Context: an optimization exercise on an open-source flow, tuned for small area, a short achievable clock period and few clock cycles per item. The choices shown serve that exercise and are no tape-out recipe. Function was checked by simulation only, so behaviour that the tests miss may differ from the original.

**flow/config.mk**
```make
export PLATFORM = sky130hd
export DESIGN_NAME = yrc_canny_px
export DESIGN_NICKNAME = yrc_canny_px
export VERILOG_FILES = /design/flow/design.v
export SDC_FILE = /design/flow/constraint.sdc
export NUM_CORES = 4
export LEC_CHECK = 0
export ABC_AREA = 1
export CAP_MARGIN = 20
export CORE_MARGIN = 2
export CORE_UTILIZATION = 45
export CTS_CLUSTER_DIAMETER = 100
export CTS_CLUSTER_SIZE = 25
export SLEW_MARGIN = 20
export SYNTH_HIERARCHICAL = 1
```
**flow/constraint.sdc**
```tcl
create_clock -name core_clock -period 17.0 [get_ports {clk}]
set_input_delay 3.4000 -clock core_clock [delete_from_list [all_inputs] [get_ports {clk}]]
set_output_delay 3.4000 -clock core_clock [all_outputs]
set_load 0.01 [all_outputs]
```
**flow/design.v**
```verilog
module yrc_fa (
    input  wire a,
    input  wire b,
    input  wire c,
    output wire s,
    output wire co
);
    assign s  = a ^ b ^ c;
    assign co = (a & b) | (a & c) | (b & c);
endmodule
module yrc_ha (
    input  wire a,
    input  wire b,
    output wire s,
    output wire co
);
    assign s  = a ^ b;
    assign co = a & b;
endmodule
module yrc_rca #(parameter N = 8, parameter CI = 0) (
    input  wire [N-1:0] a,
    input  wire [N-1:0] b,
    output wire [N-1:0] s,
    output wire         co
);
    wire [N:0] c;
    generate
        if (CI) begin : c1
            assign s[0] = ~(a[0] ^ b[0]);
            assign c[1] = a[0] | b[0];
        end else begin : c0
            yrc_ha u_ha (.a(a[0]), .b(b[0]), .s(s[0]), .co(c[1]));
        end
    endgenerate
    genvar k;
    generate
        for (k = 1; k < N; k = k + 1) begin : fa
            yrc_fa u_fa (.a(a[k]), .b(b[k]), .c(c[k]), .s(s[k]), .co(c[k+1]));
        end
    endgenerate
    assign co = c[N];
endmodule
module yrc_canny_px #(
    parameter IN_REG = 1
) (
    input  wire         clk,
    input  wire         rst,          
    input  wire         in_valid,
    output wire         in_ready,
    input  wire [199:0] in_win,       
    input  wire [3:0]   in_border,    
    output wire         out_valid,
    input  wire         out_ready,
    output wire [10:0]  out_mag,
    output wire [1:0]   out_sector,   
    output wire [1:0]   out_class     
);
    localparam integer NST   = IN_REG ? 3 : 2;    
    localparam integer DEPTH = NST + 2;           
    reg  rdy;
    wire acc = in_valid & rdy;
    assign in_ready = rdy;
    reg  [199:0] win_q;
    reg  [3:0]   bd0_q;
    reg          v0_q;
    wire [199:0] win;
    wire [3:0]   bd0;
    wire         v0;
    generate
        if (IN_REG) begin : g_in
            always @(posedge clk) begin
                win_q <= in_win;
                bd0_q <= in_border;
                v0_q  <= acc & ~rst;
            end
            assign win = win_q;
            assign bd0 = bd0_q;
            assign v0  = v0_q & ~rst;
        end else begin : g_noin
            assign win = in_win;
            assign bd0 = in_border;
            assign v0  = acc;
        end
    endgenerate
    wire [8:0] hp [0:19];
    wire [9:0] bx [0:15];
    genvar p, q;
    generate
        for (q = 0; q < 5; q = q + 1) begin : hrow
            for (p = 0; p < 4; p = p + 1) begin : hcol
                yrc_rca #(8) u_a (.a(win[8*(5*q+p) +: 8]), .b(win[8*(5*q+p+1) +: 8]),
                                  .s(hp[4*q+p][7:0]), .co(hp[4*q+p][8]));
            end
        end
        for (q = 0; q < 4; q = q + 1) begin : brow
            for (p = 0; p < 4; p = p + 1) begin : bcol
                yrc_rca #(9) u_a (.a(hp[4*q+p]), .b(hp[4*(q+1)+p]),
                                  .s(bx[4*q+p][8:0]), .co(bx[4*q+p][9]));
            end
        end
    endgenerate
    wire [10:0] u [0:8];
    wire [10:0] v [0:8];
    genvar a, b;
    generate
        for (b = 1; b < 4; b = b + 1) begin : prow
            for (a = 1; a < 4; a = a + 1) begin : pcol
                wire [9:0] up = (a == 2) ? bx[4*b+a]       : bx[4*(b-1)+a-1];
                wire [9:0] un = (a == 2) ? bx[4*(b-1)+a-1] : bx[4*b+a];
                wire [9:0] vp = (a == 2) ? bx[4*(b-1)+a]   : bx[4*b+a-1];
                wire [9:0] vn = (a == 2) ? bx[4*b+a-1]     : bx[4*(b-1)+a];
                wire cu, cv;
                yrc_rca #(10, 1) u_u (.a(up), .b(~un), .s(u[3*(b-1)+(a-1)][9:0]), .co(cu));
                yrc_rca #(10, 1) u_v (.a(vp), .b(~vn), .s(v[3*(b-1)+(a-1)][9:0]), .co(cv));
                assign u[3*(b-1)+(a-1)][10] = ~cu;
                assign v[3*(b-1)+(a-1)][10] = ~cv;
            end
        end
    endgenerate
    wire [9:0] nu, nv;
    yrc_rca #(10, 1) u_nu (.a(bx[5]), .b(~bx[10]), .s(nu), .co());
    yrc_rca #(10, 1) u_nv (.a(bx[9]), .b(~bx[6]),  .s(nv), .co());
    reg [10:0] u1 [0:8];
    reg [10:0] v1 [0:8];
    reg [9:0]  nu1, nv1;
    reg [3:0]  bd1;
    reg        v1_q;
    integer k;
    always @(posedge clk) begin
        for (k = 0; k < 9; k = k + 1) begin
            u1[k] <= u[k];
            v1[k] <= v[k];
        end
        nu1  <= nu;
        nv1  <= nv;
        bd1  <= bd0;
        v1_q <= v0 & ~rst;
    end
    wire [10:0] uc = u1[4];
    wire [10:0] vc = v1[4];
    wire su = uc[10], sv = vc[10];
    wire [9:0] au = su ? nu1 : uc[9:0];             
    wire [9:0] av = sv ? nv1 : vc[9:0];
    wire a_ge_b = (au >= av);
    wire [9:0] h  = a_ge_b ? au : av;
    wire [9:0] mn = a_ge_b ? av : au;
    wire [11:0] ho  = {2'b10, h};                   
    wire hnz = |h;
    wire [9:0]  aum = au - 10'd1;
    wire [9:0]  avm = av - 10'd1;
    wire [11:0] hmo = {hnz, ~hnz, a_ge_b ? aum : avm};  
    wire [8:0] gt, ge;
    genvar n, m;
    generate
        for (n = 0; n < 9; n = n + 1) begin : nb
            if (n != 4) begin : t
                wire [11:0] uo = {~u1[n][10], u1[n]};   
                wire [11:0] vo = {~v1[n][10], v1[n]};
                wire ci = (n == 5 || n == 7);           
                wire [12:0] k1, k2, k3, k4;
                assign k1[0] = ci;
                assign k2[0] = ci;
                assign k3[0] = ci;
                assign k4[0] = ci;
                for (m = 0; m < 12; m = m + 1) begin : cb
                    assign k1[m+1] = (ho[m] & ~uo[m]) | (ho[m] & k1[m]) | (~uo[m] & k1[m]);
                    assign k2[m+1] = (hmo[m] & uo[m]) | (hmo[m] & k2[m]) | (uo[m] & k2[m]);
                    assign k3[m+1] = (ho[m] & ~vo[m]) | (ho[m] & k3[m]) | (~vo[m] & k3[m]);
                    assign k4[m+1] = (hmo[m] & vo[m]) | (hmo[m] & k4[m]) | (vo[m] & k4[m]);
                end
                assign gt[n] = k1[12] & k2[12] & k3[12] & k4[12];
            end else begin : c
                assign gt[n] = 1'b0;
            end
        end
    endgenerate
    wire lf = bd1[0], rt = bd1[1], tp = bd1[2], bt = bd1[3];
    wire [7:0] nt;
    assign nt[0] = lf          ? hnz  : gt[3];    
    assign nt[1] = rt          ? 1'b1 : gt[5];    
    assign nt[2] = tp          ? hnz  : gt[1];    
    assign nt[3] = bt          ? 1'b1 : gt[7];    
    assign nt[4] = (lf | tp)   ? hnz  : gt[0];    
    assign nt[5] = (rt | bt)   ? hnz  : gt[8];    
    assign nt[6] = (rt | tp)   ? hnz  : gt[2];    
    assign nt[7] = (lf | bt)   ? hnz  : gt[6];    
    reg [9:0] h2, mn2;
    reg [7:0] nt2;
    reg       ab2, su2, sv2, v2_q;
    always @(posedge clk) begin
        h2   <= h;
        mn2  <= mn;
        nt2  <= nt;
        ab2  <= a_ge_b;
        su2  <= su;
        sv2  <= sv;
        v2_q <= v1_q & ~rst;
    end
    wire [25:0] t0 = {16'd0, h2};
    wire [25:0] t1 = {14'd0, h2, 2'd0};
    wire [25:0] t2 = {8'd0, h2, 8'd0};
    wire [25:0] t3 = {6'd0, h2, 10'd0};
    wire [25:0] t4 = {4'd0, h2, 12'd0};
    wire [25:0] t5 = {3'd0, h2, 13'd0};
    wire [25:0] t6 = ~{1'b0, mn2, 15'd0};
    function [51:0] csa;                            
        input [25:0] x, y, z;
        csa = {((x & y) | (x & z) | (y & z)) << 1, x ^ y ^ z};
    endfunction
    wire [25:0] s1, c1, s2, c2, s3, c3, s4, c4, s5, c5;
    assign {c1, s1} = csa(t0, t1, t2);
    assign {c2, s2} = csa(t3, t4, t5);
    assign {c3, s3} = csa(s1, c1, s2);
    assign {c4, s4} = csa(c2, t6, s3);
    assign {c5, s5} = csa(s4, c4, c3);
    wire [25:0] dif = s5 + c5 + 26'd1;
    wire diag = ~dif[25];
    wire [1:0] sector = diag ? (ab2 ? 2'd2 : 2'd3) : ((su2 == sv2) ? 2'd0 : 2'd1);
    reg is_max;
    always @(*) begin
        case (sector)
            2'd0:    is_max = nt2[0] & nt2[1];
            2'd1:    is_max = nt2[2] & nt2[3];
            2'd2:    is_max = nt2[4] & nt2[5];
            default: is_max = nt2[6] & nt2[7];
        endcase
    end
    wire [1:0] cls = (h2 > 10'd25 && is_max) ? ((h2 > 10'd75) ? 2'd2 : 2'd1) : 2'd0;
    reg  [13:0] fifo [0:DEPTH-1];
    reg  [2:0]  wp, rp, cnt, outst;
    wire        wr   = v2_q;
    wire        xfer = (cnt != 3'd0) & out_ready;
    always @(posedge clk) begin
        if (wr) fifo[wp] <= {cls, sector, h2};
    end
    wire [2:0] outst_n = outst + {2'd0, acc} - {2'd0, xfer};
    always @(posedge clk) begin
        if (rst) begin
            wp <= 3'd0; rp <= 3'd0; cnt <= 3'd0; outst <= 3'd0; rdy <= 1'b1;
        end else begin
            if (wr)   wp <= (wp == DEPTH-1) ? 3'd0 : wp + 3'd1;
            if (xfer) rp <= (rp == DEPTH-1) ? 3'd0 : rp + 3'd1;
            cnt   <= cnt + {2'd0, wr} - {2'd0, xfer};
            outst <= outst_n;
            rdy   <= xfer ? 1'b1 : acc ? (outst < DEPTH - 1) : (outst < DEPTH);
        end
    end
    wire [13:0] head = fifo[rp];
    assign out_valid  = (cnt != 3'd0);
    assign out_mag    = {head[9:0], 1'b0};
    assign out_sector = head[11:10];
    assign out_class  = head[13:12];
endmodule
```
**flow/flow/run.sh**
```bash
#!/bin/bash
export SETUP_SLACK_MARGIN=11.5
export BUFFER_PORTS_ARGS="-buffer_cell sky130_fd_sc_hd__buf_1"
bash standard.sh > standard.log 2>&1
```
**flow/standard.sh**
```bash
#!/bin/bash
# synth_recipe.tcl (not shown) runs the flow's synth.tcl, then flattens the netlist and writes it again
# the make line also repeats each setting of config.mk as NAME=value (left out here)
make -C /OpenROAD-flow-scripts/flow DESIGN_CONFIG=/design/flow/config.mk WORK_HOME=/design/flow/orfs CLKGATE_MAP_FILE= SYNTH_SCRIPT=/design/flow/synth_recipe.tcl "${@:-finish}"
```
==> results of run 1 <==
==> Yosys cell counts (2+ instances only) <==
cell type | instances | area share
nand3_4 | 4 | 0.0022
o21bai_1 | 10 | 0.0024
nor2_1 | 143 | 0.017
nand2_2 | 23 | 0.0045
clkinv_1 | 4 | 0.00047
o21ai_1 | 7 | 0.0011
a31oi_1 | 20 | 0.0039
buf_6 | 6 | 0.0021
dfxtp_1 | 476 | 0.30
nor2_4 | 2 | 0.00071
nand2_1 | 578 | 0.068
a211oi_1 | 2 | 0.00047
o22ai_1 | 130 | 0.026
nand3_2 | 3 | 0.00094
edfxtp_1 | 70 | 0.066
fa_1 | 484 | 0.30
nor2_8 | 2 | 0.0013
buf_2 | 26 | 0.0041
nand4_1 | 11 | 0.0022
ha_1 | 134 | 0.053
or2_2 | 4 | 0.00078
clkbuf_1 | 22 | 0.0026
o21ai_0 | 117 | 0.018
nand2_4 | 8 | 0.0028
xor2_1 | 3 | 0.00082
a21o_1 | 2 | 0.00047
inv_2 | 19 | 0.0022
or2_1 | 5 | 0.00098
o21ai_2 | 8 | 0.0022
buf_1 | 4 | 0.00047
nor3_1 | 5 | 0.00078
o221ai_1 | 2 | 0.00055
o211ai_1 | 2 | 0.00047
nand3b_1 | 2 | 0.00047
inv_1 | 678 | 0.080
buf_4 | 5 | 0.0012
o2111ai_1 | 2 | 0.00055
mux2i_1 | 6 | 0.0019
nand3_1 | 99 | 0.016
a21oi_1 | 47 | 0.0074
==> timing repair <==
item	CTS	global route
resized for setup	266	115
buffers inserted	45	10
pin swaps	56	55
setup endpoints to repair	61	69
hold buffers	0	0
cloned	1	1
==> per-stage QoR <==
stage	utilization	hold WS (ns)	cells	worst slack, ns
floorplan	-	0.310	3183	11.56
global placement	0.480	0.310	4292	11.13
detailed placement	0.480	0.312	4292	11.07
CTS	0.507	0.334	4382	11.44
global route	0.512	0.349	4393	11.45
finish	0.512	0.334	4394	11.53
==> path summary, 6_finish.rpt <==
path,endpoint
worst max-delay path,nu1[9]$_DFF_P_
worst min-delay path,bd1[2]$_DFF_P_
worst max register to register,nu1[9]$_DFF_P_
worst min register to register,bd1[2]$_DFF_P_
==> layer usage <==
layer / global-route usage / up-vias / wire (µm)
met1: 0.336 / 10600 / 38200
met2: 0.434 / 692 / 44100
met3: 0.0271 / 119 / 5650
li1: - / 10200 / -
met5: 0 / - / 0
met4: 0.0580 / 0 / 2400
==> Yosys stat by module (local to each module, per instance), excerpt <==
| module | area [µm²] | flops+latches |
|---|---|---|
| yrc_canny_px | 21900 | 546 |
| yrc_fa | 20.0 | 0 |
| yrc_ha | 12.5 | 0 |
==> state kept, by name, summed over array words and instances (netlist names), 3 cells and up, named ones only <==
| register | flops |
|---|---|
| win_q | 200 |
| u1 | 99 |
| v1 | 99 |
| fifo | 70 |
| h2 | 10 |
| mn2 | 10 |
| nu1 | 10 |
| nv1 | 10 |
| nt2 | 8 |
| bd0_q | 4 |
| bd1 | 4 |
| cnt | 3 |
| outst | 3 |
| rp | 3 |
| wp | 3 |
==> cell type report <==
| cell class | instances | area (µm²) |
|---|---|---|
| Antenna cell | 1 | 2.50 |
| Multi-Input combinational cell | 1872 | 18100 |
| Timing Repair inverter | 1 | 7.51 |
| Clock buffer | 33 | 751 |
| Clock inverter | 11 | 159 |
| Fill cell | 6471 | 34200 |
| Sequential cell | 546 | 11700 |
| Inverter | 702 | 2660 |
| Timing Repair Buffer | 288 | 1440 |
| Tap cell | 940 | 1180 |
==> cell families after synthesis <==
kind of cell / Yosys count / share of synthesized area
AND/OR/NAND/NOR: 891 / 0.118
buffers and inverters: 765 / 0.0932
adder cells (fa/ha/maj): 618 / 0.356
flip-flops: 546 / 0.365
AO/OA/AOI/OAI: 352 / 0.0641
multiplexers: 6 / 0.00188
XOR/XNOR: 4 / 0.00110
other: 1 / 0.000118
==> critical path: stages, from the launching register on <==
cell and delay [ns]:
dfxtp_2 0.36, ha_1 0.22, fa_2 0.37, fa_2 0.38
fa_2 0.37, fa_2 0.38, fa_1 0.41, fa_2 0.37
fa_2 0.58, fa_2 0.46, buf_4 0.16, fa_1 0.44
fa_1 0.40, fa_1 0.45
==> reports/results.ini, run 1 <==
[logic_synthesis]
synth_area_um2 = 31900
ys.warnings.count = 11
synth_nets = 4009
async_reset_ff_frac = 0
ys_ff_latch = 546
synth_edf_count = 70
synth_flop_cell = dfxtp_1
synth_cell_types = 48
seq_area_frac_synth = 0.365
syn-mean-instance-area_um2 = 10.0
synth_cells = 3183

[global_route]
grt.overflow.total = 0
grtUsageTotal = 0.249
grt_pass1_vias = 22700
grt_max_degree = 31
antenna_found_initial = 1
grt_pass1_wl_um = 136000

[critical_path]
arrival_ns = 6.00
endpoint_kind = register
regToRegSetupSlack_ns = 11.53
r2r_start = win_q[48]$_DFF_P_
worstSetupPathType = register to register
worstPathRequired_ns = 17.53
path_max_fanout = 2
reg2regPathDepth = 13
crit_path_start_kind = register
crit_path_start = win_q[48]$_DFF_P_

[timing]
slew_violations = 0
finalHoldViolCount = 0
period_minus_slack_ns = 5.47
relSlewSlack = 0.381
rsz0062_at_grt = yes
fmax_mhz = 183
setup_viol = 0
worst_pin_slew_ns = 0.926
finalCritPeriodShare = 0.322
finalSetupTns_ns = 0
skew_ns = 0.0443

[route]
drtPass1Iterations = 5
detail-route-antenna-nets = 0
drt_iter0_markers = 1753
drc_errors = 0
wire_per_inst_um = 20.6
route.vias.total = 21600
viasPerCell = 4.92
drt-total-wl_um = 90300

[cells_and_area]
drive_above_1_share = 0.158
area.growth.synth_to_final_pct = 12.7
final_common_cell = inv_1
fin_nets = 4266
layout_common_cells = 654 x inv_1, 576 x nand2_1, 458 x dfxtp_1, 310 x fa_2, 221 x buf_1
design_area_um2 = 35900

[place]
port_buffers = 223
placed_area_um2 = 33600
dp_hpwl_um = 74900
gp_congestion = 0.936

[status]
outcome = timing/DRC/antenna clean

[min_path]
hold_start = bd0_q[2]$_DFF_P_
hp-class = register to register
hold-path-cell-count = 0

[cts]
clkSlewWorstSetupHoldPaths_ns = 0.10
clock_latency_ns = 0.65
cts.sinks = 546
cts_tree = done
cts_buffers = 29
cts_max_level = 1
clock_path_buffers = 3
cts_root_buf = clkbuf_16

[floorplanning]
row_count = 97
initial_core_util = 0.455
die_area_um2 = 73000
die_w_um = 270
io_pins = 225
die_y_um = 270
core_um2 = 70100

[flow_run]
cap_viol_max_count = 0

Testbench counts, summed over its fixed seeds: cycles 12,016, items 12,000.
==> run 2, diff against run 1 <==
==> flow/run.sh (new file) <==
#!/bin/bash
# synth_recipe.tcl (not shown) runs the flow's synth.tcl, then flattens the netlist and writes it again
# the make line also repeats each setting of config.mk as NAME=value (left out here)
make -C /OpenROAD-flow-scripts/flow DESIGN_CONFIG=/design/flow/config.mk WORK_HOME=/design/flow/orfs CLKGATE_MAP_FILE= SYNTH_SCRIPT=/design/flow/synth_recipe.tcl finish
--- a/flow/config.mk
+++ b/flow/config.mk
@@ -9,7 +9,7 @@
 export CAP_MARGIN = 20
 export CORE_MARGIN = 2
-export CORE_UTILIZATION = 45
-export CTS_CLUSTER_DIAMETER = 100
-export CTS_CLUSTER_SIZE = 25
+export CORE_UTILIZATION = 55
+export CTS_BUF_LIST = sky130_fd_sc_hd__clkbuf_8
+export CTS_CLUSTER_SIZE = 30
 export SLEW_MARGIN = 20
 export SYNTH_HIERARCHICAL = 1
removed: flow/flow/run.sh
removed: flow/standard.sh
==> run 2 against run 1 <==
Net effect: area after synthesis unchanged; die area down 18%; clock skew is essentially flat; sequential share of layout area decreased by 0.90 points; cell count is 2.4% lower; highest routed layer unchanged.
==> reports/results.ini, run 2 <==
[cells_and_area]
drive_above_1_share = 0.0662  ; was 0.158
final_common_cell = inv_1  ; unchanged
largest_reg_flops = 200  ; unchanged
final_core_util = 0.642  ; was 0.512
reg_top3 = win_q (200), u1 (99), v1 (99)  ; unchanged
area.growth.synth_to_final_pct = 15.7  ; was 12.7%
regMostFlops = win_q  ; unchanged
final.fill_count = 4706  ; was 6471
fin_nets = 4273  ; was 4266
layout_common_cells = 698 x inv_1, 578 x nand2_1, 484 x fa_1, 476 x dfxtp_1, 223 x clkdlybuf4s50_1  ; was 654 x inv_1, 576 x nand2_1, 458 x dfxtp_1, 310 x fa_2, 221 x buf_1

[timing]
setup_viol = 0  ; unchanged
worst_pin_slew_ns = 1.15  ; was 0.926 ns
finalSetupTns_ns = 0  ; unchanged
relSlewSlack = 0.231  ; was 0.381
finalCritPeriodShare = 0.381  ; was 0.322
rsz0062_at_grt = no  ; was yes
period_minus_slack_ns = 6.48  ; was 5.47 ns
finalHoldViolCount = 0  ; unchanged
skew_ns = 0.0438  ; was 0.0443 ns
slew_violations = 0  ; unchanged
holdWs_ns = 0.329  ; was 0.334 ns
fmax_mhz = 154  ; was 183 MHz

[place]
dp_hpwl_um = 79600  ; was 74900 µm
port_buffers = 223  ; unchanged
gp_congestion = 0.984  ; was 0.936

[floorplanning]
initial_core_util = 0.555  ; was 0.455
io_pins = 225  ; unchanged
die_w_um = 245  ; was 270 µm
die_area_um2 = 59900  ; was 73000 µm²
die_y_um = 245  ; was 270 µm
row_count = 88  ; was 97
core_um2 = 57500  ; was 70100 µm²

[route]
detail-route-antenna-nets = 0  ; unchanged
drt-total-wl_um = 96200  ; was 90300 µm
drtPass1Iterations = 5  ; unchanged
route.vias.total = 22600  ; was 21600
drc_errors = 0  ; unchanged
wire_per_inst_um = 22.4  ; was 20.6 µm
drt_iter0_markers = 2073  ; was 1753
viasPerCell = 5.27  ; was 4.92

[min_path]
hp-class = register to register  ; unchanged

[logic_synthesis]
yosys-top-cells-area = fa_1 30%, dfxtp_1 30%, inv_1 8.0%, nand2_1 6.8%, edfxtp_1 6.6%  ; unchanged
async_reset_ff_frac = 0  ; unchanged
synth_top_area_frac = 0.304  ; unchanged
syn-mean-instance-area_um2 = 10.0  ; unchanged
post-synth-top-count-cell = inv_1  ; unchanged
synth_cells = 3183  ; unchanged
synth_commonest_cells = 678 x inv_1, 578 x nand2_1, 484 x fa_1  ; unchanged
ys_ff_latch = 546  ; unchanged
synth_area_um2 = 31900  ; unchanged
ys.warnings.count = 11  ; unchanged
seq_area_frac_synth = 0.365  ; unchanged
synth_flop_cell = dfxtp_1  ; unchanged
synth_top_cell_by_area = fa_1  ; unchanged
synth_edf_count = 70  ; unchanged
synth_nets = 4009  ; unchanged
synth_cell_types = 48  ; unchanged

[cts]
cts_setup_buffers = 0  ; was 45
clock_path_buffers = 3  ; unchanged
cts.sinks = 546  ; unchanged
cts_root_buf = clkbuf_8  ; was clkbuf_16
cts_tree = done  ; unchanged
cts_buffers = 94  ; was 29
cts_max_level = 3  ; was 1
postCtsHoldBufs = 0  ; unchanged
postCtsResizedCells = 0  ; was 266
clock_latency_ns = 0.72  ; was 0.65 ns
clkSlewWorstSetupHoldPaths_ns = 0.06  ; was 0.10 ns

[global_route]
grt_pass1_vias = 24000  ; was 22700
grt_max_degree = 30  ; was 31
grt_pass1_wl_um = 144000  ; was 136000 µm
grtUsageTotal = 0.332  ; was 0.249
grt.overflow.total = 0  ; unchanged
antenna_found_initial = 6  ; was 1

[critical_path]
arrival_ns = 3.08  ; was 6.00 ns
worstSetupPathType = register to output pin  ; was register to register
worstPathRequired_ns = 13.60  ; was 17.53 ns
path_max_fanout = 15  ; was 2
crit_path_start_kind = register  ; unchanged
endpoint_kind = output pin  ; was register

[flow_run]
cap_viol_max_count = 0  ; unchanged

[status]
outcome = timing/DRC/antenna clean  ; unchanged

## run 2: cell counts after synthesis
No cell type changed its count.
## run 2: cell families (layout without fill, tap and decap cells)
kind of cell,after synthesis,count (layout),synth area share
XOR/XNOR,4,4,0.00110
multiplexers,6,6,0.00188
flip-flops,546,546,0.365
other,1,3,0.000118
AO/OA/AOI/OAI,352,352,0.0641
adder cells (fa/ha/maj),618,618,0.356
AND/OR/NAND/NOR,891,891,0.118
buffers and inverters,765,1102,0.0932
## run 2: path summary, 6_finish.rpt
| path | startpoint | end | slack [ns] | cells past startpoint |
|---|---|---|---|---|
| hold reg to reg | bd0_q[3]$_DFF_P_ | bd1[3]$_DFF_P_ | 0.33 | 0 |
| setup reg to reg | u1[4][10]$_DFF_P_ | nt2[6]$_DFF_P_ | 10.84 | 21 |
| setup / recovery | register | out_mag[8] | 10.52 | 5 |
| hold / removal | bd0_q[3]$_DFF_P_ | bd1[3]$_DFF_P_ | 0.33 | 0 |
## run 2: layout make-up
type,instances,area (µm²),share of cell area
clock inverters,49,418,0.0113
flip-flops and latches,546,11600,0.315
diodes,2,5.00,0.000136
well taps,765,957,0.0259
repair buffers,231,2290,0.0621
multi-input cells,1872,17300,0.469
inverters,702,2640,0.0716
clock buffers,120,1650,0.0448
## run 2: through the flow
step	cell area [µm²]	instances	setup WS [ns]
floorplan	31900	3183	11.56
global placement	34800	4116	10.95
detailed placement	34800	4116	10.94
CTS	36900	4285	10.46
global route	36900	4286	10.29
finish	36900	4287	10.52
## run 2: critical path: stages, from the launching register on
cell             delay (ns)
dfxtp_1                0.75
inv_1                  0.49
nor2_1                 0.20
o21ai_0                0.09
a31oi_1                0.25
clkdlybuf4s50_1        0.58
## run 2: routing by layer
metal | GRT usage | up-vias | wire (µm)
met5 | 0 | - | 0
met1 | 0.441 | 11200 | 39800
met2 | 0.559 | 905 | 46400
li1 | - | 10300 | -
met3 | 0.0604 | 163 | 7180
met4 | 0.0979 | 0 | 2770
## run 2: modules after synthesis, one instance, submodules excluded, a selection
module	area, µm²	flip-flops and latches	cells
yrc_canny_px	21900	546	2599
yrc_fa	20.0	0	1
yrc_ha	12.5	0	1
==> run 3, diff against run 2 <==
--- a/flow/design.v
+++ b/flow/design.v
@@ -41,6 +41,23 @@
     assign co = c[N];
 endmodule
+module yrc_rcc #(parameter N = 4) (
+    input  wire [N-1:0] a,
+    input  wire [N-1:0] b,
+    input  wire         ci,
+    output wire [N-1:0] s,
+    output wire         co
+);
+    wire [N:0] c;
+    assign c[0] = ci;
+    genvar k;
+    generate
+        for (k = 0; k < N; k = k + 1) begin : fa
+            yrc_fa u_fa (.a(a[k]), .b(b[k]), .c(c[k]), .s(s[k]), .co(c[k+1]));
+        end
+    endgenerate
+    assign co = c[N];
+endmodule
 module yrc_canny_px #(
-    parameter IN_REG = 1
+    parameter LB = 4              
 ) (
     input  wire         clk,
@@ -56,39 +73,40 @@
     output wire [1:0]   out_class     
 );
-    localparam integer NST   = IN_REG ? 3 : 2;    
+    localparam integer NST   = 3;    
     localparam integer DEPTH = NST + 2;           
     reg  rdy;
     wire acc = in_valid & rdy;
     assign in_ready = rdy;
-    reg  [199:0] win_q;
-    reg  [3:0]   bd0_q;
-    reg          v0_q;
-    wire [199:0] win;
-    wire [3:0]   bd0;
-    wire         v0;
-    generate
-        if (IN_REG) begin : g_in
-            always @(posedge clk) begin
-                win_q <= in_win;
-                bd0_q <= in_border;
-                v0_q  <= acc & ~rst;
-            end
-            assign win = win_q;
-            assign bd0 = bd0_q;
-            assign v0  = v0_q & ~rst;
-        end else begin : g_noin
-            assign win = in_win;
-            assign bd0 = in_border;
-            assign v0  = acc;
-        end
-    endgenerate
+    wire [LB:0] lo [0:19];
+    genvar p, q;
+    generate
+        for (q = 0; q < 5; q = q + 1) begin : lrow
+            for (p = 0; p < 4; p = p + 1) begin : lcol
+                yrc_rca #(LB) u_a (.a(in_win[8*(5*q+p) +: LB]), .b(in_win[8*(5*q+p+1) +: LB]),
+                                  .s(lo[4*q+p][LB-1:0]), .co(lo[4*q+p][LB]));
+            end
+        end
+    endgenerate
+    reg  [LB:0] lo_q [0:19];
+    reg  [7-LB:0] hi_q [0:24];
+    reg  [3:0] bd0_q;
+    reg        v0_q;
+    integer k0;
+    always @(posedge clk) begin
+        for (k0 = 0; k0 < 20; k0 = k0 + 1) lo_q[k0] <= lo[k0];
+        for (k0 = 0; k0 < 25; k0 = k0 + 1) hi_q[k0] <= in_win[8*k0+LB +: 8-LB];
+        bd0_q <= in_border;
+        v0_q  <= acc & ~rst;
+    end
+    wire [3:0] bd0 = bd0_q;
+    wire       v0  = v0_q & ~rst;
     wire [8:0] hp [0:19];
     wire [9:0] bx [0:15];
-    genvar p, q;
     generate
         for (q = 0; q < 5; q = q + 1) begin : hrow
             for (p = 0; p < 4; p = p + 1) begin : hcol
-                yrc_rca #(8) u_a (.a(win[8*(5*q+p) +: 8]), .b(win[8*(5*q+p+1) +: 8]),
-                                  .s(hp[4*q+p][7:0]), .co(hp[4*q+p][8]));
+                assign hp[4*q+p][LB-1:0] = lo_q[4*q+p][LB-1:0];
+                yrc_rcc #(8-LB) u_a (.a(hi_q[5*q+p]), .b(hi_q[5*q+p+1]), .ci(lo_q[4*q+p][LB]),
+                                  .s(hp[4*q+p][7:LB]), .co(hp[4*q+p][8]));
             end
         end
==> flow/flow/run.sh (new file) <==
#!/bin/bash
export SETUP_SLACK_MARGIN=12
export BUFFER_PORTS_ARGS="-buffer_cell sky130_fd_sc_hd__buf_1"
bash standard.sh > standard.log 2>&1
==> flow/standard.sh (new file) <==
#!/bin/bash
# synth_recipe.tcl (not shown) runs the flow's synth.tcl, then flattens the netlist and writes it again
# the make line also repeats each setting of config.mk as NAME=value (left out here)
make -C /OpenROAD-flow-scripts/flow DESIGN_CONFIG=/design/flow/config.mk WORK_HOME=/design/flow/orfs CLKGATE_MAP_FILE= SYNTH_SCRIPT=/design/flow/synth_recipe.tcl "${@:-finish}"
--- a/flow/config.mk
+++ b/flow/config.mk
@@ -9,7 +9,7 @@
 export CAP_MARGIN = 20
 export CORE_MARGIN = 2
-export CORE_UTILIZATION = 55
-export CTS_BUF_LIST = sky130_fd_sc_hd__clkbuf_8
-export CTS_CLUSTER_SIZE = 30
+export CORE_UTILIZATION = 40
+export CTS_CLUSTER_DIAMETER = 100
+export CTS_CLUSTER_SIZE = 20
 export SLEW_MARGIN = 20
 export SYNTH_HIERARCHICAL = 1
removed: flow/run.sh
==> run 3 against run 2 <==
Net effect: still clean; area after synthesis is the same; die area up 37%; non-clock buffer count up 36; synthesized cell count is essentially flat; core utilization decreased by 19 points; register-to-register slack improved by 1.1 ns; via count decreased by 4.0%; worst hold slack lost 0.011 ns.
==> reports/results.ini, run 3 <==
[status]
outcome = timing/DRC/antenna clean  ; unchanged

[floorplanning]
io_pins = 225  ; unchanged
die_area_um2 = 82000  ; was 59900 µm²
initial_core_util = 0.404  ; was 0.555
die_w_um = 286  ; was 245 µm
row_count = 103  ; was 88
core_um2 = 79000  ; was 57500 µm²
die_y_um = 286  ; was 245 µm

[cts]
cts_buffers = 35  ; was 94
clock_path_buffers = 3  ; unchanged
cts.sinks = 546  ; unchanged
cts_tree = done  ; unchanged
clock_latency_ns = 0.60  ; was 0.72 ns
cts_root_buf = clkbuf_16  ; was clkbuf_8
clkSlewWorstSetupHoldPaths_ns = 0.09  ; was 0.06 ns
cts_max_level = 2  ; was 3

[logic_synthesis]
ys.warnings.count = 15  ; was 11
synth_area_um2 = 31900  ; unchanged
synth_top_cell_by_area = fa_1  ; unchanged
ys_ff_latch = 546  ; unchanged
synth_commonest_cells = 677 x inv_1, 577 x nand2_1, 484 x fa_1  ; was 678 x inv_1, 578 x nand2_1, 484 x fa_1
synth_nets = 4007  ; was 4009
synth_top_area_frac = 0.304  ; unchanged
syn-mean-instance-area_um2 = 10.0  ; about the same
yosys-top-cells-area = fa_1 30%, dfxtp_1 30%, inv_1 8.0%, nand2_1 6.8%, edfxtp_1 6.6%  ; unchanged
synth_flop_cell = dfxtp_1  ; unchanged
synth_edf_count = 70  ; unchanged
seq_area_frac_synth = 0.365  ; unchanged
post-synth-top-count-cell = inv_1  ; unchanged
async_reset_ff_frac = 0  ; unchanged
synth_cells = 3181  ; was 3183
synth_cell_types = 49  ; was 48

[cells_and_area]
drive_above_1_share = 0.121  ; was 0.0662
multi_input_area_um2 = 17800  ; was 17300 µm²
layout_common_cells = 652 x inv_1, 572 x nand2_1, 458 x dfxtp_1, 318 x fa_1, 209 x buf_1  ; was 698 x inv_1, 578 x nand2_1, 484 x fa_1, 476 x dfxtp_1, 223 x clkdlybuf4s50_1
final_core_util = 0.453  ; was 0.642
design_area_um2 = 35800  ; was 36900 µm²
layout.cells.non_filler = 4486  ; was 4287
area.growth.synth_to_final_pct = 12.3  ; was 15.7%
final.fill_count = 7444  ; was 4706
register_area_um2 = 11700  ; was 11600 µm²
reg_top3 = hi_q (100), lo_q (100)  ; was win_q (200), u1 (99), v1 (99)
fin_nets = 4249  ; was 4273
final_common_cell = inv_1  ; unchanged

[critical_path]
critPathBufInv = 4  ; was 2
path_max_fanout = 14  ; was 15
worstPathRequired_ns = 13.60  ; about the same
crit_chain = buf_12 > clkinvlp_4 > buf_12 > o21ai_1 > a31oi_1 > buf_2  ; was inv_1 > nor2_1 > o21ai_0 > a31oi_1 > clkdlybuf4s50_1
crit_family = buffers and inverters  ; unchanged
r2r_start = lo_q[14][0]$_DFF_P_  ; was u1[4][10]$_DFF_P_
arrival_ns = 1.80  ; was 3.08 ns
regToRegSetupSlack_ns = 11.89  ; was 10.84 ns
endpoint_kind = output pin  ; unchanged
r2r_end = nu1[9]$_DFF_P_  ; was nt2[6]$_DFF_P_
cpMostUsedCell = buf_12
reg2regPathDepth = 12  ; was 21
crit_path_start_kind = register  ; unchanged
worstSetupPathType = register to output pin  ; unchanged
cp_slowest_stage_delay_ns = 0.37  ; was 0.75 ns
slowest_stage = dfxtp_4  ; was dfxtp_1

[timing]
skew_ns = 0.0290  ; was 0.0438 ns
finalHoldViolCount = 0  ; unchanged
period_minus_slack_ns = 5.20  ; was 6.48 ns
finalSetupTns_ns = 0  ; unchanged
worst_pin_slew_ns = 0.834  ; was 1.15 ns
fmax_mhz = 192  ; was 154 MHz
rsz0062_at_grt = yes  ; was no
finalCritPeriodShare = 0.306  ; was 0.381
setup_viol = 0  ; unchanged
relSlewSlack = 0.444  ; was 0.231
slew_violations = 0  ; unchanged

[global_route]
grt_max_degree = 29  ; was 30
grtUsageTotal = 0.225  ; was 0.332
grt.overflow.total = 0  ; unchanged
grt_pass1_wl_um = 136000  ; was 144000 µm
grt_pass1_vias = 22700  ; was 24000
antenna_found_initial = 3  ; was 6

[min_path]
hold-path-cell-count = 0  ; unchanged
hp-class = register to register  ; unchanged
hold_start = bd0_q[3]$_DFF_P_  ; unchanged
hold_path_end = bd1[3]$_DFF_P_  ; unchanged

[route]
route.vias.total = 21700  ; was 22600
drtPass1Iterations = 6  ; was 5
wire_per_inst_um = 20.3  ; was 22.4 µm
viasPerCell = 4.84  ; was 5.27
detail-route-antenna-nets = 0  ; unchanged
drt_iter0_markers = 1660  ; was 2073
drt-total-wl_um = 91000  ; was 96200 µm
drc_errors = 0  ; unchanged

[place]
port_buffers = 223  ; unchanged
gp_congestion = 0.986  ; was 0.984
placed_area_um2 = 33800  ; was 34800 µm²
dp_hpwl_um = 75700  ; was 79600 µm
dp.cells = 4396  ; was 4116

[flow_run]
cap_viol_max_count = 0  ; unchanged

[run 3: changes by cell type after synthesis, sizes merged]
cell	delta
nor2	-1
or2	+2
nor3	-2
nand2	-1
inv	-1
a311oi	+1
[run 3: layout make-up]
class / instances / share of cell area
well taps: 1050 / 0.0367
inverters: 701 / 0.0743
repair inverters: 1 / 0.000210
clock inverters: 10 / 0.00423
multi-input cells: 1871 / 0.498
diodes: 1 / 0.0000699
clock buffers: 39 / 0.0249
flip-flops and latches: 546 / 0.326
repair buffers: 267 / 0.0358
[run 3: worst reg2reg max path, stage by stage, from the launching register on]
cell and delay (ns):
dfxtp_2 0.34, ha_1 0.19, fa_2 0.35, fa_2 0.42, fa_2 0.69, inv_1 0.10
fa_1 0.42, fa_1 0.40, fa_1 0.41, fa_1 0.41, fa_1 0.42, fa_1 0.40
fa_1 0.44
[run 3: metrics by stage]
step / hold WS [ns] / worst slack, ns
6_report: 0.318 / 11.80
5_1_grt: 0.325 / 11.74
4_1_cts: 0.328 / 11.78
3_5_place_dp: 0.314 / 11.61
3_3_place_gp: 0.312 / 11.65
2_1_floorplan: 0.310 / 12.05
[run 3: worst max path at each step]
| stage | startpoint | to | slack (ns) | depth (start not counted) |
|---|---|---|---|---|
| CTS | register | out_class[1] | 11.78 | 7 |
| global placement | lo_q[14][0]$_DFF_P_ | nu1[9]$_DFF_P_ | 11.65 | 12 |
| global route | register | out_class[1] | 11.74 | 7 |
| detailed placement | lo_q[14][0]$_DFF_P_ | nu1[9]$_DFF_P_ | 11.61 | 12 |
| floorplan | out_ready | cnt[2]$_SDFF_PP0_ | 12.05 | 10 |
| finish | register | out_mag[8] | 11.80 | 6 |
[run 3: what timing repair did]
action,CTS,global route
resized for setup,204,101
buffers inserted,21,15
setup endpoints to repair,71,66
cloned,3,1
pin swaps,14,21
hold buffers,0,0
[run 3: layer usage]
metal / wire (µm) / GRT usage
met5: 83 / 0.00581
met4: 2330 / 0.0599
met3: 5530 / 0.0324
met2: 45000 / 0.394
met1: 38000 / 0.292
[run 3: cell families (layout without fill, tap and decap cells)]
group,count (synthesis),count (layout),synth area share
simple gates,889,889,0.118
buf+inv,764,1018,0.0931
fa+ha+maj,618,618,0.356
flops,546,546,0.365
compound gates,353,353,0.0644
mux,6,6,0.00188
xor+xnor,4,4,0.00110
other cells,1,2,0.000118
[run 3: Yosys stat by module, one instance, submodules excluded, a selection]
module,cells inside,flops+latches,area (µm²)
yrc_ha,1,0,12.5
yrc_fa,1,0,20.0
yrc_canny_px,2597,546,21900
Testbench counts of run 3, summed over its fixed seeds: cycles 12,016, items 12,000.
==> run 4, diff against run 3 <==
--- a/flow/design.v
+++ b/flow/design.v
@@ -94,5 +94,5 @@
     integer k0;
     always @(posedge clk) begin
-        for (k0 = 0; k0 < 20; k0 = k0 + 1) lo_q[k0] <= lo[k0];
+        for (k0 = 0; k0 < 20; k0 = k0 + 1) lo_q[k0] <= (k0 % 2) ? ~lo[k0] : lo[k0];
         for (k0 = 0; k0 < 25; k0 = k0 + 1) hi_q[k0] <= in_win[8*k0+LB +: 8-LB];
         bd0_q <= in_border;
@@ -106,6 +106,8 @@
         for (q = 0; q < 5; q = q + 1) begin : hrow
             for (p = 0; p < 4; p = p + 1) begin : hcol
+                wire [7-LB:0] ha = (p % 2) ? ~hi_q[5*q+p]   : hi_q[5*q+p];
+                wire [7-LB:0] hb = (p % 2) ? ~hi_q[5*q+p+1] : hi_q[5*q+p+1];
                 assign hp[4*q+p][LB-1:0] = lo_q[4*q+p][LB-1:0];
-                yrc_rcc #(8-LB) u_a (.a(hi_q[5*q+p]), .b(hi_q[5*q+p+1]), .ci(lo_q[4*q+p][LB]),
+                yrc_rcc #(8-LB) u_a (.a(ha), .b(hb), .ci(lo_q[4*q+p][LB]),
                                   .s(hp[4*q+p][7:LB]), .co(hp[4*q+p][8]));
             end
@@ -113,5 +115,5 @@
         for (q = 0; q < 4; q = q + 1) begin : brow
             for (p = 0; p < 4; p = p + 1) begin : bcol
-                yrc_rca #(9) u_a (.a(hp[4*q+p]), .b(hp[4*(q+1)+p]),
+                yrc_rca #(9, p % 2) u_a (.a(hp[4*q+p]), .b(hp[4*(q+1)+p]),
                                   .s(bx[4*q+p][8:0]), .co(bx[4*q+p][9]));
             end
@@ -124,11 +126,11 @@
         for (b = 1; b < 4; b = b + 1) begin : prow
             for (a = 1; a < 4; a = a + 1) begin : pcol
-                wire [9:0] up = (a == 2) ? bx[4*b+a]       : bx[4*(b-1)+a-1];
-                wire [9:0] un = (a == 2) ? bx[4*(b-1)+a-1] : bx[4*b+a];
-                wire [9:0] vp = (a == 2) ? bx[4*(b-1)+a]   : bx[4*b+a-1];
-                wire [9:0] vn = (a == 2) ? bx[4*b+a-1]     : bx[4*(b-1)+a];
+                wire [9:0] up  = (a == 2) ? bx[4*b+a]       : bx[4*(b-1)+a-1];
+                wire [9:0] nun = (a == 2) ? bx[4*(b-1)+a-1] : bx[4*b+a];
+                wire [9:0] vp  = (a == 2) ? bx[4*(b-1)+a]   : bx[4*b+a-1];
+                wire [9:0] nvn = (a == 2) ? bx[4*b+a-1]     : bx[4*(b-1)+a];
                 wire cu, cv;
-                yrc_rca #(10, 1) u_u (.a(up), .b(~un), .s(u[3*(b-1)+(a-1)][9:0]), .co(cu));
-                yrc_rca #(10, 1) u_v (.a(vp), .b(~vn), .s(v[3*(b-1)+(a-1)][9:0]), .co(cv));
+                yrc_rca #(10, 1) u_u (.a(up), .b(nun), .s(u[3*(b-1)+(a-1)][9:0]), .co(cu));
+                yrc_rca #(10, 1) u_v (.a(vp), .b(nvn), .s(v[3*(b-1)+(a-1)][9:0]), .co(cv));
                 assign u[3*(b-1)+(a-1)][10] = ~cu;
                 assign v[3*(b-1)+(a-1)][10] = ~cv;
@@ -137,6 +139,6 @@
     endgenerate
     wire [9:0] nu, nv;
-    yrc_rca #(10, 1) u_nu (.a(bx[5]), .b(~bx[10]), .s(nu), .co());
-    yrc_rca #(10, 1) u_nv (.a(bx[9]), .b(~bx[6]),  .s(nv), .co());
+    yrc_rca #(10) u_nu (.a(bx[5]), .b(bx[10]), .s(nu), .co());
+    yrc_rca #(10) u_nv (.a(bx[9]), .b(bx[6]),  .s(nv), .co());
     reg [10:0] u1 [0:8];
     reg [10:0] v1 [0:8];
@@ -158,34 +160,31 @@
     wire [10:0] vc = v1[4];
     wire su = uc[10], sv = vc[10];
-    wire [9:0] au = su ? nu1 : uc[9:0];             
-    wire [9:0] av = sv ? nv1 : vc[9:0];
+    wire [9:0] au = su ? ~nu1 : uc[9:0];            
+    wire [9:0] av = sv ? ~nv1 : vc[9:0];
     wire a_ge_b = (au >= av);
     wire [9:0] h  = a_ge_b ? au : av;
     wire [9:0] mn = a_ge_b ? av : au;
-    wire [11:0] ho  = {2'b10, h};                   
     wire hnz = |h;
     wire [9:0]  aum = au - 10'd1;
     wire [9:0]  avm = av - 10'd1;
-    wire [11:0] hmo = {hnz, ~hnz, a_ge_b ? aum : avm};  
-    wire [8:0] gt, ge;
+    wire [9:0]  hm  = a_ge_b ? aum : avm;           
+    wire [8:0] gt;
     genvar n, m;
     generate
         for (n = 0; n < 9; n = n + 1) begin : nb
             if (n != 4) begin : t
-                wire [11:0] uo = {~u1[n][10], u1[n]};   
-                wire [11:0] vo = {~v1[n][10], v1[n]};
-                wire ci = (n == 5 || n == 7);           
-                wire [12:0] k1, k2, k3, k4;
-                assign k1[0] = ci;
-                assign k2[0] = ci;
-                assign k3[0] = ci;
-                assign k4[0] = ci;
-                for (m = 0; m < 12; m = m + 1) begin : cb
-                    assign k1[m+1] = (ho[m] & ~uo[m]) | (ho[m] & k1[m]) | (~uo[m] & k1[m]);
-                    assign k2[m+1] = (hmo[m] & uo[m]) | (hmo[m] & k2[m]) | (uo[m] & k2[m]);
-                    assign k3[m+1] = (ho[m] & ~vo[m]) | (ho[m] & k3[m]) | (~vo[m] & k3[m]);
-                    assign k4[m+1] = (hmo[m] & vo[m]) | (hmo[m] & k4[m]) | (vo[m] & k4[m]);
+                wire        ge = (n == 5 || n == 7);    
+                wire [9:0]  ha = ge ? h : hm;
+                wire        su_n = u1[n][10], sv_n = v1[n][10];
+                wire [9:0]  yu = u1[n][9:0] ^ {10{~su_n}};
+                wire [9:0]  yv = v1[n][9:0] ^ {10{~sv_n}};
+                wire [10:0] ku, kv;
+                assign ku[0] = ~su_n;
+                assign kv[0] = ~sv_n;
+                for (m = 0; m < 10; m = m + 1) begin : cb
+                    assign ku[m+1] = (ha[m] & yu[m]) | (ha[m] & ku[m]) | (yu[m] & ku[m]);
+                    assign kv[m+1] = (ha[m] & yv[m]) | (ha[m] & kv[m]) | (yv[m] & kv[m]);
                 end
-                assign gt[n] = k1[12] & k2[12] & k3[12] & k4[12];
+                assign gt[n] = ku[10] & kv[10] & (ge | hnz);
             end else begin : c
                 assign gt[n] = 1'b0;
@@ -245,27 +244,37 @@
     end
     wire [1:0] cls = (h2 > 10'd25 && is_max) ? ((h2 > 10'd75) ? 2'd2 : 2'd1) : 2'd0;
-    reg  [13:0] fifo [0:DEPTH-1];
-    reg  [2:0]  wp, rp, cnt, outst;
+    localparam integer FD = DEPTH - 1;
+    wire [13:0] wdat = {cls, sector, h2};
     wire        wr   = v2_q;
-    wire        xfer = (cnt != 3'd0) & out_ready;
-    always @(posedge clk) begin
-        if (wr) fifo[wp] <= {cls, sector, h2};
+    reg  [13:0] hd;
+    reg         hv;
+    reg  [13:0] fifo [0:FD-1];
+    reg  [1:0]  wp, rp;
+    reg  [2:0]  fc, outst;
+    wire        xfer = hv & out_ready;
+    wire        hfree = ~hv | out_ready;              
+    wire        fne   = (fc != 3'd0);
+    wire        fpush = wr & ~(hfree & ~fne);         
+    wire        fpop  = hfree & fne;
+    always @(posedge clk) begin
+        if (fpush) fifo[wp] <= wdat;
+        if (hfree) hd <= fne ? fifo[rp] : wdat;
     end
     wire [2:0] outst_n = outst + {2'd0, acc} - {2'd0, xfer};
     always @(posedge clk) begin
         if (rst) begin
-            wp <= 3'd0; rp <= 3'd0; cnt <= 3'd0; outst <= 3'd0; rdy <= 1'b1;
+            wp <= 2'd0; rp <= 2'd0; fc <= 3'd0; hv <= 1'b0; outst <= 3'd0; rdy <= 1'b1;
         end else begin
-            if (wr)   wp <= (wp == DEPTH-1) ? 3'd0 : wp + 3'd1;
-            if (xfer) rp <= (rp == DEPTH-1) ? 3'd0 : rp + 3'd1;
-            cnt   <= cnt + {2'd0, wr} - {2'd0, xfer};
+            if (fpush) wp <= wp + 2'd1;
+            if (fpop)  rp <= rp + 2'd1;
+            fc <= fc + {2'd0, fpush} - {2'd0, fpop};
+            if (hfree) hv <= fne | wr;
             outst <= outst_n;
             rdy   <= xfer ? 1'b1 : acc ? (outst < DEPTH - 1) : (outst < DEPTH);
         end
     end
-    wire [13:0] head = fifo[rp];
-    assign out_valid  = (cnt != 3'd0);
-    assign out_mag    = {head[9:0], 1'b0};
-    assign out_sector = head[11:10];
-    assign out_class  = head[13:12];
-endmodule
+    assign out_valid  = hv;
+    assign out_mag    = {hd[9:0], 1'b0};
+    assign out_sector = hd[11:10];
+    assign out_class  = hd[13:12];
+endmodule
==> run 4 against run 3 <==
Net effect: still clean; clock-buffer cell count grew 1; critical path depth grew 6; worst hold slack gained 0.017 ns; die area shrank 3.8%; setup slack gained 0.22 ns; global-route usage shrank 2.4 points.
==> reports/results.ini, run 4 <==
[status]
outcome = timing/DRC/antenna clean  ; unchanged

[cts]
cts_buffers = 34  ; was 35
clock_path_buffers = 3  ; unchanged
clkSlewWorstSetupHoldPaths_ns = 0.08  ; was 0.09 ns
postCtsHoldBufs = 0  ; unchanged
cts_max_level = 2  ; unchanged
cts_root_buf = clkbuf_16  ; unchanged
cts_tree = done  ; unchanged
clock_latency_ns = 0.60  ; about the same
cts.sinks = 544  ; was 546

[logic_synthesis]
synthSimpleGateAreaFrac = 0.0948  ; was 0.118
synthAdderAreaFrac = 0.370  ; was 0.356
yosys.area_share.xor_xnor = 0.0423  ; was 0.00110
synth_compound_area_frac = 0.0388  ; was 0.0644
ys_ff_latch = 544  ; was 546
yosys-top-cells-area = fa_1 32%, dfxtp_1 31%, edfxtp_1 6.9%, inv_1 6.4%, nand2_1 5.6%  ; was fa_1 30%, dfxtp_1 30%, inv_1 8.0%, nand2_1 6.8%, edfxtp_1 6.6%
synth_top_area_frac = 0.316  ; was 0.304
synth_area_um2 = 30700  ; was 31900 µm²
syn-mean-instance-area_um2 = 10.9  ; was 10.0 µm²
synth_nets = 3628  ; was 4007
synth_commonest_cells = 523 x inv_1, 484 x fa_1, 474 x dfxtp_1  ; was 677 x inv_1, 577 x nand2_1, 484 x fa_1
synth_top_cell_by_area = fa_1  ; unchanged
muxShareOfSynthArea = 0  ; was 0.00188
synth_cells = 2803  ; was 3181
synth_edf_count = 70  ; unchanged
synth_top_family_by_area = adder cells  ; unchanged
synth_flop_cell = dfxtp_1  ; unchanged
seq_area_frac_synth = 0.378  ; was 0.365
async_reset_ff_frac = 0  ; unchanged
post-synth-top-count-cell = inv_1  ; unchanged
synth_cell_types = 46  ; was 49
ys.warnings.count = 15  ; unchanged

[floorplanning]
core_um2 = 75900  ; was 79000 µm²
row_count = 101  ; was 103
die_y_um = 281  ; was 286 µm
io_pins = 225  ; unchanged
initial_core_util = 0.404  ; about the same
die_area_um2 = 78900  ; was 82000 µm²
die_w_um = 281  ; was 286 µm

[route]
wire_per_inst_um = 18.7  ; was 20.3 µm
detail-route-antenna-nets = 0  ; unchanged
drt-total-wl_um = 76100  ; was 91000 µm
route.vias.total = 18400  ; was 21700
viasPerCell = 4.52  ; was 4.84
drtPass1Iterations = 5  ; was 6
drt_iter0_markers = 1113  ; was 1660
drc_errors = 0  ; unchanged

[critical_path]
slowest_stage = fa_2  ; was dfxtp_4
worstPathRequired_ns = 17.45  ; was 13.60 ns
arrival_ns = 5.42  ; was 1.80 ns
crit_path_start_kind = register  ; unchanged
path_max_fanout = 4  ; was 14
cp_slowest_stage_delay_ns = 0.55  ; was 0.37 ns
crit_chain = ha_1 > fa_2 > fa_2 > fa_2 > fa_2 > buf_4 > fa_2 > fa_2 > fa_2 > fa_1 > fa_1 > fa_1  ; was buf_12 > clkinvlp_4 > buf_12 > o21ai_1 > a31oi_1 > buf_2
crit_family = adder cells  ; was buffers and inverters
worstSetupPathType = register to register  ; was register to output pin
endpoint_kind = register  ; was output pin
critPathBufInv = 1  ; was 4
cpMostUsedCell = fa_2  ; was buf_12

[timing]
relSlewSlack = 0.378  ; was 0.444
finalCritPeriodShare = 0.293  ; was 0.306
slew_violations = 0  ; unchanged
finalSetupTns_ns = 0  ; unchanged
postLayoutSetupSlackWorst_ns = 12.02  ; was 11.80 ns
worst_pin_slew_ns = 0.932  ; was 0.834 ns
rsz0062_at_grt = yes  ; unchanged
finalHoldViolCount = 0  ; unchanged
fmax_mhz = 201  ; was 192 MHz
period_minus_slack_ns = 4.98  ; was 5.20 ns
skew_ns = 0.0394  ; was 0.0290 ns
setup_viol = 0  ; unchanged

[global_route]
grt_pass1_vias = 19800  ; was 22700
grtUsageTotal = 0.202  ; was 0.225
grt_max_degree = 33  ; was 29
grt_pass1_wl_um = 117000  ; was 136000 µm
antenna_found_initial = 0  ; was 3
grt.overflow.total = 0  ; unchanged

[cells_and_area]
layout_common_cells = 522 x inv_1, 457 x dfxtp_1, 454 x nand2_1, 302 x fa_1, 223 x buf_1  ; was 652 x inv_1, 572 x nand2_1, 458 x dfxtp_1, 318 x fa_1, 209 x buf_1
final_common_cell = inv_1  ; unchanged
reg_top3 = hi_q (100), lo_q (100)  ; unchanged
fin_nets = 3845  ; was 4249
n_antenna_cell = 0  ; was 1
area.growth.synth_to_final_pct = 11.3  ; was 12.3%
drive_above_1_share = 0.108  ; was 0.121

[place]
pre_cts_ws_ns = 11.64  ; was 11.61 ns
gp_congestion = 0.903  ; was 0.986
port_buffers = 223  ; unchanged
dp_hpwl_um = 64300  ; was 75700 µm

[flow_run]
cap_viol_max_count = 0  ; unchanged

[min_path]
hp-class = register to register  ; unchanged

==> run 4: cell families (layout without fill, tap and decap cells) <==
family / Yosys count / in the layout
compound gates: 216 / 216
xor+xnor: 148 / 148
fa+ha+maj: 617 / 617
buf+inv: 593 / 822
flops: 544 / 544
other cells: 1 / 1
simple gates: 684 / 684
==> run 4: area by class of cell <==
type | instances | area, µm²
multi-input cells | 1666 | 17300
inverters | 538 | 2020
clock buffers | 40 | 873
fillers | 7124 | 41800
repair buffers | 236 | 963
clock inverters | 8 | 111
well taps | 1030 | 1290
flip-flops and latches | 544 | 11600
==> run 4: worst paths after layout <==
path                                          to  depth (start not counted)  slack, ns                start
worst min register to register    bd1[1]$_DFF_P_                          0       0.34     bd0_q[1]$_DFF_P_
worst max register to register  u1[4][9]$_DFF_P_                         12      12.02  lo_q[10][0]$_DFF_P_
worst max-delay path            u1[4][9]$_DFF_P_                         12      12.02  lo_q[10][0]$_DFF_P_
worst min-delay path              bd1[1]$_DFF_P_                          0       0.34     bd0_q[1]$_DFF_P_
==> run 4: repair_timing <==
| action | CTS | global route |
|---|---|---|
| buffers inserted | 3 | 7 |
| resized for setup | 132 | 73 |
| pin swaps | 17 | 29 |
| setup endpoints to repair | 48 | 53 |
==> run 4: worst register-to-register path: cells and delay by family (launching register included) <==
kind,cells,cell delay [ns]
adder cells (fa/ha/maj),11,4.27
buffers and inverters,1,0.19
flip-flops,1,0.36
==> run 4: layer usage <==
layer	up-vias	share of wire	GRT usage	wire [µm]
li1	8840	-	-	-
met1	8980	0.42	0.257	32100
met2	452	0.51	0.366	39200
met3	93	0.037	0.0194	2840
met4	0	0.026	0.0529	1980
met5	-	0	0	0
==> run 4: metrics by stage <==
stage	cell area, µm²	hold WS [ns]	instances	util
6_report	34100	0.336	4062	0.449
5_1_grt	34100	0.347	4062	0.449
4_1_cts	33900	0.341	4055	0.446
3_5_place_dp	32500	0.319	4004	0.428
3_3_place_gp	32500	0.315	4004	0.428
2_1_floorplan	30700	0.310	2803	-
==> run 4: modules after synthesis, one instance, submodules excluded, excerpt <==
| module | copies in the design | cells |
|---|---|---|
| yrc_canny_px | 1 | 2195 |
| yrc_fa | 448 | 1 |
| yrc_ha | 30 | 1 |
Testbench counts of run 4, summed over its fixed seeds: cycles 12,016, items 12,000.
==> run 5, diff against run 4 <==
--- a/flow/design.v
+++ b/flow/design.v
@@ -59,5 +59,6 @@
 endmodule
 module yrc_canny_px #(
-    parameter LB = 4              
+    parameter LB = 4,             
+    parameter BL = 2              
 ) (
     input  wire         clk,
@@ -88,5 +89,20 @@
         end
     endgenerate
-    reg  [LB:0] lo_q [0:19];
+    wire [BL-1:0] hpl [0:19];
+    wire [BL:0]   bl  [0:15];
+    generate
+        for (q = 0; q < 5; q = q + 1) begin : plrow
+            for (p = 0; p < 4; p = p + 1) begin : plcol
+                assign hpl[4*q+p] = (p % 2) ? ~lo[4*q+p][BL-1:0] : lo[4*q+p][BL-1:0];
+            end
+        end
+        for (q = 0; q < 4; q = q + 1) begin : blrow
+            for (p = 0; p < 4; p = p + 1) begin : blcol
+                assign bl[4*q+p] = {1'b0, hpl[4*q+p]} + {1'b0, hpl[4*(q+1)+p]} + (p % 2);
+            end
+        end
+    endgenerate
+    reg  [LB:BL]  lo_q [0:19];
+    reg  [BL:0]   bl_q [0:15];
     reg  [7-LB:0] hi_q [0:24];
     reg  [3:0] bd0_q;
@@ -94,5 +110,6 @@
     integer k0;
     always @(posedge clk) begin
-        for (k0 = 0; k0 < 20; k0 = k0 + 1) lo_q[k0] <= (k0 % 2) ? ~lo[k0] : lo[k0];
+        for (k0 = 0; k0 < 20; k0 = k0 + 1) lo_q[k0] <= (k0 % 2) ? ~lo[k0][LB:BL] : lo[k0][LB:BL];
+        for (k0 = 0; k0 < 16; k0 = k0 + 1) bl_q[k0] <= bl[k0];
         for (k0 = 0; k0 < 25; k0 = k0 + 1) hi_q[k0] <= in_win[8*k0+LB +: 8-LB];
         bd0_q <= in_border;
@@ -101,6 +118,6 @@
     wire [3:0] bd0 = bd0_q;
     wire       v0  = v0_q & ~rst;
-    wire [8:0] hp [0:19];
-    wire [9:0] bx [0:15];
+    wire [8:BL] hp [0:19];
+    wire [9:0]  bx [0:15];
     generate
         for (q = 0; q < 5; q = q + 1) begin : hrow
@@ -108,5 +125,5 @@
                 wire [7-LB:0] ha = (p % 2) ? ~hi_q[5*q+p]   : hi_q[5*q+p];
                 wire [7-LB:0] hb = (p % 2) ? ~hi_q[5*q+p+1] : hi_q[5*q+p+1];
-                assign hp[4*q+p][LB-1:0] = lo_q[4*q+p][LB-1:0];
+                assign hp[4*q+p][LB-1:BL] = lo_q[4*q+p][LB-1:BL];
                 yrc_rcc #(8-LB) u_a (.a(ha), .b(hb), .ci(lo_q[4*q+p][LB]),
                                   .s(hp[4*q+p][7:LB]), .co(hp[4*q+p][8]));
@@ -115,6 +132,7 @@
         for (q = 0; q < 4; q = q + 1) begin : brow
             for (p = 0; p < 4; p = p + 1) begin : bcol
-                yrc_rca #(9, p % 2) u_a (.a(hp[4*q+p]), .b(hp[4*(q+1)+p]),
-                                  .s(bx[4*q+p][8:0]), .co(bx[4*q+p][9]));
+                assign bx[4*q+p][BL-1:0] = bl_q[4*q+p][BL-1:0];
+                yrc_rcc #(9-BL) u_a (.a(hp[4*q+p]), .b(hp[4*(q+1)+p]), .ci(bl_q[4*q+p][BL]),
+                                  .s(bx[4*q+p][8:BL]), .co(bx[4*q+p][9]));
             end
         end
==> flow/flow/run.sh (replaced) <==
#!/bin/bash
export SETUP_SLACK_MARGIN=12.4
export BUFFER_PORTS_ARGS="-buffer_cell sky130_fd_sc_hd__buf_1"
bash standard.sh > standard.log 2>&1
==> run 5 against run 4 <==
Net effect: still clean; clock-buffer cell count grew 3; sequential share of layout area increased by 0.43 points; core utilization up 0.24 points; cell count shrank 2.0%; die area fell by 0.42%; fmax rose by 9.1%; via count down 0.91%; synthesized cell count decreased by 1.6%; first-iteration DRC count down 7.5%; non-clock buffer count is 12 higher; critical path type unchanged; critical endpoint unchanged; highest routed layer unchanged.
==> reports/results.ini, run 5 <==
[place]
port_buffers = 223  ; unchanged

[critical_path]
crit_path_start = lo_q[10][2]$_DFF_P_  ; was lo_q[10][0]$_DFF_P_
endpoint_kind = register  ; unchanged
critPathBufInv = 0  ; was 1
crit_path_start_kind = register  ; unchanged
cp_slowest_stage_delay_ns = 0.62  ; was 0.55 ns
arrival_ns = 5.01  ; was 5.42 ns
slowest_stage = fa_2  ; unchanged
worst-path-stages = 9  ; was 12
worstPathRequired_ns = 17.44  ; was 17.45 ns

[route]
drt-total-wl_um = 75400  ; was 76100 µm
drt_iter0_markers = 1029  ; was 1113
detail-route-antenna-nets = 0  ; unchanged
route.vias.total = 18200  ; was 18400
drtPass1Iterations = 5  ; unchanged
wire_per_inst_um = 18.9  ; was 18.7 µm
viasPerCell = 4.57  ; was 4.52

[global_route]
grt.overflow.total = 0  ; unchanged
grt_pass1_vias = 19700  ; was 19800
grtUsageTotal = 0.200  ; was 0.202
grt_pass1_wl_um = 116000  ; was 117000 µm

[logic_synthesis]
synth_commonest_cells = 510 x inv_1, 484 x fa_1, 482 x dfxtp_1  ; was 523 x inv_1, 484 x fa_1, 474 x dfxtp_1
synth_cells = 2758  ; was 2803
synth_area_um2 = 30500  ; was 30700 µm²
post-synth-top-count-cell = inv_1  ; unchanged
ys.warnings.count = 17  ; was 15
synth_edf_count = 70  ; unchanged
seq_area_frac_synth = 0.385  ; was 0.378

[status]
outcome = timing/DRC/antenna clean  ; unchanged

[timing]
finalSetupTns_ns = 0  ; unchanged
skew_ns = 0.0307  ; was 0.0394 ns
finalHoldViolCount = 0  ; unchanged
fmax_mhz = 219  ; was 201 MHz
period_minus_slack_ns = 4.56  ; was 4.98 ns
slew_violations = 0  ; unchanged

[cells_and_area]
area.growth.synth_to_final_pct = 12.2  ; was 11.3%
final_common_cell = inv_1  ; unchanged
layout_common_cells = 502 x inv_1, 457 x dfxtp_1, 453 x nand2_1, 381 x fa_1, 222 x buf_1  ; was 522 x inv_1, 457 x dfxtp_1, 454 x nand2_1, 302 x fa_1, 223 x buf_1

[cts]
cts.sinks = 552  ; was 544
cts_root_buf = clkbuf_16  ; unchanged
clock_latency_ns = 0.57  ; was 0.60 ns
cts_tree = done  ; unchanged

[floorplanning]
die_w_um = 280  ; was 281 µm
core_um2 = 75800  ; was 75900 µm²

[flow_run]
cap_viol_max_count = 0  ; unchanged

==> run 5: changes by cell type in the layout (fill, tap and decap cells not counted), moves of 11 or more <==
cell,change
nor2_1,-15
nand3_1,-23
fa_1,+79
fa_2,-79
inv_1,-20
buf_4,+11
ha_1,-23
ha_4,+22
==> run 5: cell families (layout without fill, tap and decap cells) <==
group           count (synthesis)  after routing  synth area share
compound gates                230            230            0.0415
xor+xnor                      148            148            0.0424
fa+ha+maj                     616            616             0.371
buf+inv                       575            819            0.0732
flops                         552            552             0.385
other cells                     1              1          0.000123
simple gates                  636            636            0.0865
==> run 5: area by class of cell <==
type	instances	area [µm²]	area share
repair buffers	248	1050	0.0307
clock buffers	43	916	0.0267
inverters	524	1980	0.0579
well taps	978	1220	0.0357
multi-input cells	1631	17200	0.503
flip-flops and latches	552	11800	0.345
clock inverters	4	40.0	0.00117
==> run 5: per-module statistics from Yosys, one instance, submodules excluded, a selection <==
module	cells	cell area, µm²	flip-flops and latches
yrc_fa	1	20.0	0
yrc_canny_px	2214	21100	552
yrc_ha	1	12.5	0
==> run 5: through the flow <==
stage                     area [µm²]
after floorplan                31000
after global placement         32800
after detailed placement       32800
after CTS                      33900
after global routing           34300
final                          34300
==> run 5: worst register-to-register path, cell delays in order (launching register included) <==
cell	delay, ns
dfxtp_4	0.38
fa_2	0.62
fa_1	0.49
fa_1	0.42
fa_1	0.42
fa_1	0.40
fa_1	0.43
fa_1	0.42
fa_1	0.39
fa_1	0.45
==> run 5: worst min-delay path by stage <==
| stage | cells after the start | end | slack, ns |
|---|---|---|---|
| 3_3_place_gp | 0 | bd1[1]$_DFF_P_ | 0.32 |
| 6_report | 0 | bd1[1]$_DFF_P_ | 0.34 |
| 5_1_grt | 0 | bd1[0]$_DFF_P_ | 0.35 |
| 2_1_floorplan | 0 | bd1[0]$_DFF_P_ | 0.31 |
| 4_1_cts | 0 | bd1[1]$_DFF_P_ | 0.35 |
| 3_5_place_dp | 0 | bd1[0]$_DFF_P_ | 0.31 |
==> run 5: timing repair <==
action | CTS | global route
setup endpoints to repair | 55 | 45
pin swaps | 4 | 7
cloned | 0 | 0
buffers inserted | 3 | 20
resized for setup | 55 | 53
==> run 5: per-layer routing <==
metal	track usage	routed length, µm	part of all wire	up-vias
met4	0.0450	1740	0.023	0
met1	0.251	31900	0.42	9000
met5	0	0	0	-
met3	0.0233	2870	0.038	86
li1	-	-	-	8730
met2	0.368	38900	0.52	382
Testbench counts of run 5, summed over its fixed seeds: cycles 12,016, items 12,000.

## static timing again, ports no longer ideal
No port has a modelled driver above. Below, the same layouts with a new extraction and two added sets of constraints. Step 1, drivers: a clkbuf_16 drives clk and a buf_2 each remaining input, both assumed. Step 2 also shifts input and output timing later by t, the mid clock arrival at the registers, as if the neighbouring blocks saw the same clock. a / b / c = ideal ports / drivers / drivers and shift; a / b = the first two.
run	t, ns	setup WS [ns]	worst setup path at the end	latest minus earliest clock arrival (ns)	worst data-port slew with drivers (ns)
run 1	0.692	11.529 / 11.516 / 11.529	register to register	0.052 / 0.052	0.05
run 2	0.764	10.523 / 10.461 / 10.840	register to register	0.045 / 0.045	0.06
run 3	0.654	11.798 / 11.734 / 11.813	input to register	0.031 / 0.030	0.05
run 4	0.642	12.023 / 12.023 / 11.762	input to register	0.050 / 0.050	0.06
run 5	0.621	12.438 / 12.408 / 11.877	input to register	0.032 / 0.032	0.06
After both steps every run listed still meets setup and hold. For run 5, which loses most, drivers alone change the setup slack by -0.030 ns; drivers and shift together by -0.561 ns.
